What follows belongs to an exercise in optimizing a design on an open flow for small area and a short achievable clock period; a production flow would make more cautious choices.
In this exercise RTL edits were held to simulation tests only and were not proved equivalent to the original.
Power figures rest on the tool's default switching activity, not on a simulated workload.

==> inputs of run X <==
==> flow/design.v <==
module exec_alu #(
    parameter XLEN = 32
) (
    input  wire [2:0]      op,
    input  wire [XLEN-1:0] a,
    input  wire [XLEN-1:0] b,
    output reg  [XLEN-1:0] value,
    output reg             fault
);
    localparam [2:0] OP_ADD  = 3'd0;
    localparam [2:0] OP_SUB  = 3'd1;
    localparam [2:0] OP_MULU = 3'd2;
    localparam [2:0] OP_DIVU = 3'd3;
    localparam [2:0] OP_REMU = 3'd4;
    wire b_zero = (b == {XLEN{1'b0}});
    always @(*) begin
        value = {XLEN{1'b0}};
        fault = 1'b0;
        case (op)
            OP_ADD:  value = a + b;
            OP_SUB:  value = a - b;
            OP_MULU: value = a * b;
            OP_DIVU: begin
                if (b_zero) fault = 1'b1;
                else        value = a / b;
            end
            OP_REMU: begin
                if (b_zero) fault = 1'b1;
                else        value = a % b;
            end
            default: ;
        endcase
    end
endmodule
module execute_alu_forward_unit #(
    parameter XLEN  = 32,
    parameter PCW   = 32,
    parameter LANES = 2
) (
    input  wire                  clk,
    input  wire                  rst,
    input  wire [LANES-1:0]      iss_valid,
    input  wire [LANES*3-1:0]    iss_op,
    input  wire [LANES*XLEN-1:0] iss_a,
    input  wire [LANES*XLEN-1:0] iss_b,
    input  wire [LANES*6-1:0]    iss_dest,
    input  wire [LANES*PCW-1:0]  iss_pc,
    output wire [LANES-1:0]      res_valid,
    output wire [LANES*PCW-1:0]  res_pc,
    output wire [LANES*6-1:0]    res_dest,
    output wire [LANES*XLEN-1:0] res_value,
    output wire [LANES-1:0]      res_fault,
    output wire [LANES-1:0]      res_wakeup
);
    reg [LANES-1:0]      lat_valid;
    reg [LANES*3-1:0]    lat_op;
    reg [LANES*XLEN-1:0] lat_a;
    reg [LANES*XLEN-1:0] lat_b;
    reg [LANES*6-1:0]    lat_dest;
    reg [LANES*PCW-1:0]  lat_pc;
    always @(posedge clk) begin
        if (rst) begin
            lat_valid <= {LANES{1'b0}};
        end else begin
            lat_valid <= iss_valid;
        end
        lat_op   <= iss_op;
        lat_a    <= iss_a;
        lat_b    <= iss_b;
        lat_dest <= iss_dest;
        lat_pc   <= iss_pc;
    end
    genvar i;
    generate
        for (i = 0; i < LANES; i = i + 1) begin : lane
            wire [XLEN-1:0] value;
            wire            fault;
            exec_alu #(.XLEN(XLEN)) alu (
                .op   (lat_op[i*3 +: 3]),
                .a    (lat_a[i*XLEN +: XLEN]),
                .b    (lat_b[i*XLEN +: XLEN]),
                .value(value),
                .fault(fault)
            );
            assign res_valid[i]              = lat_valid[i];
            assign res_pc[i*PCW +: PCW]      = lat_pc[i*PCW +: PCW];
            assign res_dest[i*6 +: 6]        = lat_dest[i*6 +: 6];
            assign res_value[i*XLEN +: XLEN] = value;
            assign res_fault[i]              = lat_valid[i] & fault;
            assign res_wakeup[i]             = lat_valid[i] & ~fault;
        end
    endgenerate
endmodule
==> flow/run.sh <==
#!/bin/bash
# synth_recipe.tcl (not shown) runs the flow's synth.tcl, then flattens the netlist and writes it again
# the make line also repeats each setting of config.mk as NAME=value (left out here)
make -C /OpenROAD-flow-scripts/flow DESIGN_CONFIG=/design/flow/config.mk WORK_HOME=/design/flow/orfs CLKGATE_MAP_FILE= SYNTH_SCRIPT=/design/flow/synth_recipe.tcl finish
==> flow/config.mk <==
export PLATFORM = sky130hd
export DESIGN_NAME = execute_alu_forward_unit
export DESIGN_NICKNAME = execute_alu_forward_unit
export VERILOG_FILES = /design/flow/design.v
export SDC_FILE = /design/flow/constraint.sdc
export NUM_CORES = 4
export LEC_CHECK = 0
export CAP_MARGIN = 20
export CORE_MARGIN = 2
export CORE_UTILIZATION = 40
export SLEW_MARGIN = 20
==> flow/constraint.sdc <==
create_clock -name core_clock -period 110.0 [get_ports {clk}]
set_input_delay 22.0000 -clock core_clock [delete_from_list [all_inputs] [get_ports {clk}]]
set_output_delay 22.0000 -clock core_clock [all_outputs]
set_load 0.01 [all_outputs]
==> inputs of run B, as changes to run X <==
==> flow/design.v, changed modules only <==
module exec_alu_row #(
    parameter W = 1
) (
    input  wire [W-1:0] x,
    input  wire [W-1:0] y,
    input  wire         cin,
    input  wire         div,     
    input  wire         hz,      
    input  wire         force_sel,  
    output wire         qbit,
    output wire [W-1:0] out
);
    wire [W:0] s = {1'b0, x} + {1'b0, y} + {{W{1'b0}}, cin};
    assign qbit = s[W] & hz;
    wire sel = div ? qbit : force_sel;
    assign out = sel ? s[W-1:0] : x;
endmodule
module exec_alu_front #(
    parameter K = 19
) (
    input  wire [2:0]   op,
    input  wire [31:0]  a,
    input  wire [31:0]  b,
    output wire [31:0]  x,       
    output wire [31:0]  y,       
    output wire [K-1:0] q,       
    output wire [3:0]   fl       
);
    wire is_div = op[2] | (op[1] & op[0]);
    wire is_mul = ~op[2] & op[1] & ~op[0];
    wire inv    = is_div | (~op[1] & op[0]);
    assign fl = {~op[2] & op[1] & op[0], inv, is_mul, is_div};
    assign y = is_mul ? a : (b ^ {32{inv}});
    wire [31:0] nb = is_mul ? 32'd0 : a;    
    wire [32:0] hz;
    assign hz[32] = 1'b1;
    genvar w;
    generate
        for (w = 31; w >= 0; w = w - 1) begin : hzg
            assign hz[w] = hz[w+1] & ~b[w];
        end
    endgenerate
    wire [31:0] o [0:K];
    assign o[0] = 32'd0;
    generate
        for (w = 1; w <= K; w = w + 1) begin : row
            wire [w-1:0] xr;
            if (w == 1) begin : x1
                assign xr = nb[32-w];
            end else begin : xn
                assign xr = {o[w-1][w-2:0], nb[32-w]};
            end
            wire [w-1:0] orow;
            exec_alu_row #(.W(w)) r (
                .x(xr), .y(y[w-1:0]), .cin(inv), .div(is_div), .hz(hz[w]),
                .force_sel(is_mul & b[32-w]), .qbit(q[K-w]), .out(orow)
            );
            assign o[w] = {{(32-w){1'b0}}, orow};
        end
    endgenerate
    assign x = {o[K][K-1:0], (is_mul ? b[31-K:0] : a[31-K:0])};
endmodule
module exec_alu #(
    parameter K = 19
) (
    input  wire [3:0]   fl,      
    input  wire [31:0]  x,
    input  wire [31:0]  y,
    input  wire [K-1:0] qh,
    output wire [31:0]  value,
    output wire         fault
);
    wire is_div = fl[0];
    wire is_mul = fl[1];
    wire inv    = fl[2];
    wire is_quo = fl[3];
    wire [32:0] hz;
    assign hz[32] = 1'b1;
    genvar w;
    generate
        for (w = 31; w >= 0; w = w - 1) begin : hzg
            assign hz[w] = hz[w+1] & y[w];
        end
    endgenerate
    wire b_zero = hz[0];
    wire [31:0] low = x[31-K:0];                
    wire [31:0] o [K:32];
    assign o[K] = {{(32-K){1'b0}}, x[31:32-K]};
    wire [31-K:0] ql;
    generate
        for (w = K + 1; w <= 32; w = w + 1) begin : row
            wire [w-1:0] xr = {o[w-1][w-2:0], low[32-w] & ~is_mul};
            wire [w-1:0] orow;
            exec_alu_row #(.W(w)) r (
                .x(xr), .y(y[w-1:0]), .cin(inv), .div(is_div), .hz(hz[w]),
                .force_sel(is_mul ? low[32-w] : (w == 32)), .qbit(ql[32-w]), .out(orow)
            );
            assign o[w] = {{(32-w){1'b0}}, orow};
        end
    endgenerate
    assign fault = is_div & b_zero;
    assign value = fault ? 32'd0 : is_quo ? {qh, ql} : o[32];
endmodule
module execute_alu_forward_unit #(
    parameter XLEN  = 32,
    parameter PCW   = 32,
    parameter LANES = 2,
    parameter K     = 18
) (
    input  wire                  clk,
    input  wire                  rst,
    input  wire [LANES-1:0]      iss_valid,
    input  wire [LANES*3-1:0]    iss_op,
    input  wire [LANES*XLEN-1:0] iss_a,
    input  wire [LANES*XLEN-1:0] iss_b,
    input  wire [LANES*6-1:0]    iss_dest,
    input  wire [LANES*PCW-1:0]  iss_pc,
    output wire [LANES-1:0]      res_valid,
    output wire [LANES*PCW-1:0]  res_pc,
    output wire [LANES*6-1:0]    res_dest,
    output wire [LANES*XLEN-1:0] res_value,
    output wire [LANES-1:0]      res_fault,
    output wire [LANES-1:0]      res_wakeup
);
    reg [LANES-1:0]      lat_valid;
    reg [LANES*4-1:0]    lat_fl;
    reg [LANES*XLEN-1:0] lat_x;
    reg [LANES*XLEN-1:0] lat_y;
    reg [LANES*K-1:0]    lat_q;
    reg [LANES*6-1:0]    lat_dest;
    reg [LANES*PCW-1:0]  lat_pc;
    wire [LANES*XLEN-1:0] nx;
    wire [LANES*XLEN-1:0] ny;
    wire [LANES*K-1:0]    nq;
    wire [LANES*4-1:0]    nfl;
    genvar i;
    generate
        for (i = 0; i < LANES; i = i + 1) begin : front
            exec_alu_front #(.K(K)) fr (
                .op(iss_op[i*3 +: 3]),
                .a (iss_a[i*XLEN +: XLEN]),
                .b (iss_b[i*XLEN +: XLEN]),
                .x (nx[i*XLEN +: XLEN]),
                .y (ny[i*XLEN +: XLEN]),
                .q (nq[i*K +: K]),
                .fl(nfl[i*4 +: 4])
            );
        end
    endgenerate
    always @(posedge clk) begin
        if (rst) begin
            lat_valid <= {LANES{1'b0}};
        end else begin
            lat_valid <= iss_valid;
        end
        lat_fl   <= nfl;
        lat_x    <= nx;
        lat_y    <= ny;
        lat_q    <= nq;
        lat_dest <= iss_dest;
        lat_pc   <= iss_pc;
    end
    generate
        for (i = 0; i < LANES; i = i + 1) begin : lane
            wire [XLEN-1:0] value;
            wire            fault;
            exec_alu #(.K(K)) alu (
                .fl   (lat_fl[i*4 +: 4]),
                .x    (lat_x[i*XLEN +: XLEN]),
                .y    (lat_y[i*XLEN +: XLEN]),
                .qh   (lat_q[i*K +: K]),
                .value(value),
                .fault(fault)
            );
            assign res_valid[i]              = lat_valid[i];
            assign res_pc[i*PCW +: PCW]      = lat_pc[i*PCW +: PCW];
            assign res_dest[i*6 +: 6]        = lat_dest[i*6 +: 6];
            assign res_value[i*XLEN +: XLEN] = value;
            assign res_fault[i]              = lat_valid[i] & fault;
            assign res_wakeup[i]             = lat_valid[i] & ~fault;
        end
    endgenerate
endmodule
==> flow/flow/run.sh (new file) <==
#!/bin/bash
set -eo pipefail
bash standard.sh SETUP_SLACK_MARGIN=50 TNS_END_PERCENT=0 finish > make_finish.log 2>&1
==> flow/standard.sh (new file) <==
#!/bin/bash
# synth_recipe.tcl (not shown) runs the flow's synth.tcl, then flattens the netlist and writes it again
# the make line also repeats each setting of config.mk as NAME=value (left out here)
make -C /OpenROAD-flow-scripts/flow DESIGN_CONFIG=/design/flow/config.mk WORK_HOME=/design/flow/orfs CLKGATE_MAP_FILE= SYNTH_SCRIPT=/design/flow/synth_recipe.tcl "${@:-finish}"
- ABC_AREA: not set -> 1
- CORE_UTILIZATION: 40 -> 45
removed: flow/run.sh
==> summary.txt <==
|  | run B | run X |
|---|---|---|
| Status | timing/DRC/antenna clean | timing/DRC/antenna clean |
| Final period demand of the worst path | 59480 ps | 105460 ps |
| Wire length of the first global-routing pass | 390000 µm | 677000 µm |
| P_sw | 1.31 mW | 2.32 mW |
| Combined area of the multi-input logic cells | 61900 µm² | 88100 µm² |
| Sequential share of cell area | 0.0571 | 0.0369 |
| Post-cts repair resize count | 1122 | 0 |
| Crit. Startpoint | lat_y[63] | lat_b[55] |
| Area fraction of the dominant cell type after synthesis | 0.185 | 0.174 |
| Detailed-route wire length on metal 1 | 117000 µm | 185000 µm |
| Count of flip-flops and latches | 250 | 212 |
| CTS clk-pin slew, worst paths | 60 ps | 90 ps |
| Pwr/cell area | 26.9 nW/µm² | 32.6 nW/µm² |
| Slowest cell on the critical path | sky130_fd_sc_hd__fa_1 | sky130_fd_sc_hd__a221oi_1 |
| Total global-route track usage | 0.319 | 0.359 |
| Clock power share | 0.040 | 0.029 |
| P&R area growth vs syn | 31.7% | 16.7% |
| Final instance count without filler cells | 13700 | 17700 |
| Cell count after synthesis | 10600 | 13400 |
| Num CTS Buffers | 25 | 30 |
| Pin count of the biggest net entering global routing | 63 | 40 |
| Hold path depth | 2 | 1 |

[separate check: timing with driven ports]
Ports are ideal in the flow. The routed layouts listed here were re-timed in OpenROAD.
Step 1 assumes that a clkbuf_16 drives the clock port and a buf_2 every other input.
Step 2 also shifts input and output timing later by t, the mid clock arrival at the registers, as if the neighbouring blocks saw the same clock.
Slacks: ideal / step 1 / step 2; pairs: ideal / step 1.
| run | t (ns) | setup WS [ns] | hold WS [ns] | worst register clock-pin slew, ns |
|---|---|---|---|---|
| run X | 0.799 | 4.544 / 4.467 / 5.266 | 21.676 / 21.621 / 22.420 | 0.09 / 0.09 |
| run B | 0.645 | 50.525 / 50.454 / 50.181 | 21.673 / 21.636 / 22.281 | 0.08 / 0.08 |
After both steps every run listed still meets setup and hold. The setup slack of run B, which loses most, moves by -0.071 ns with the drivers and by -0.344 ns with both steps.
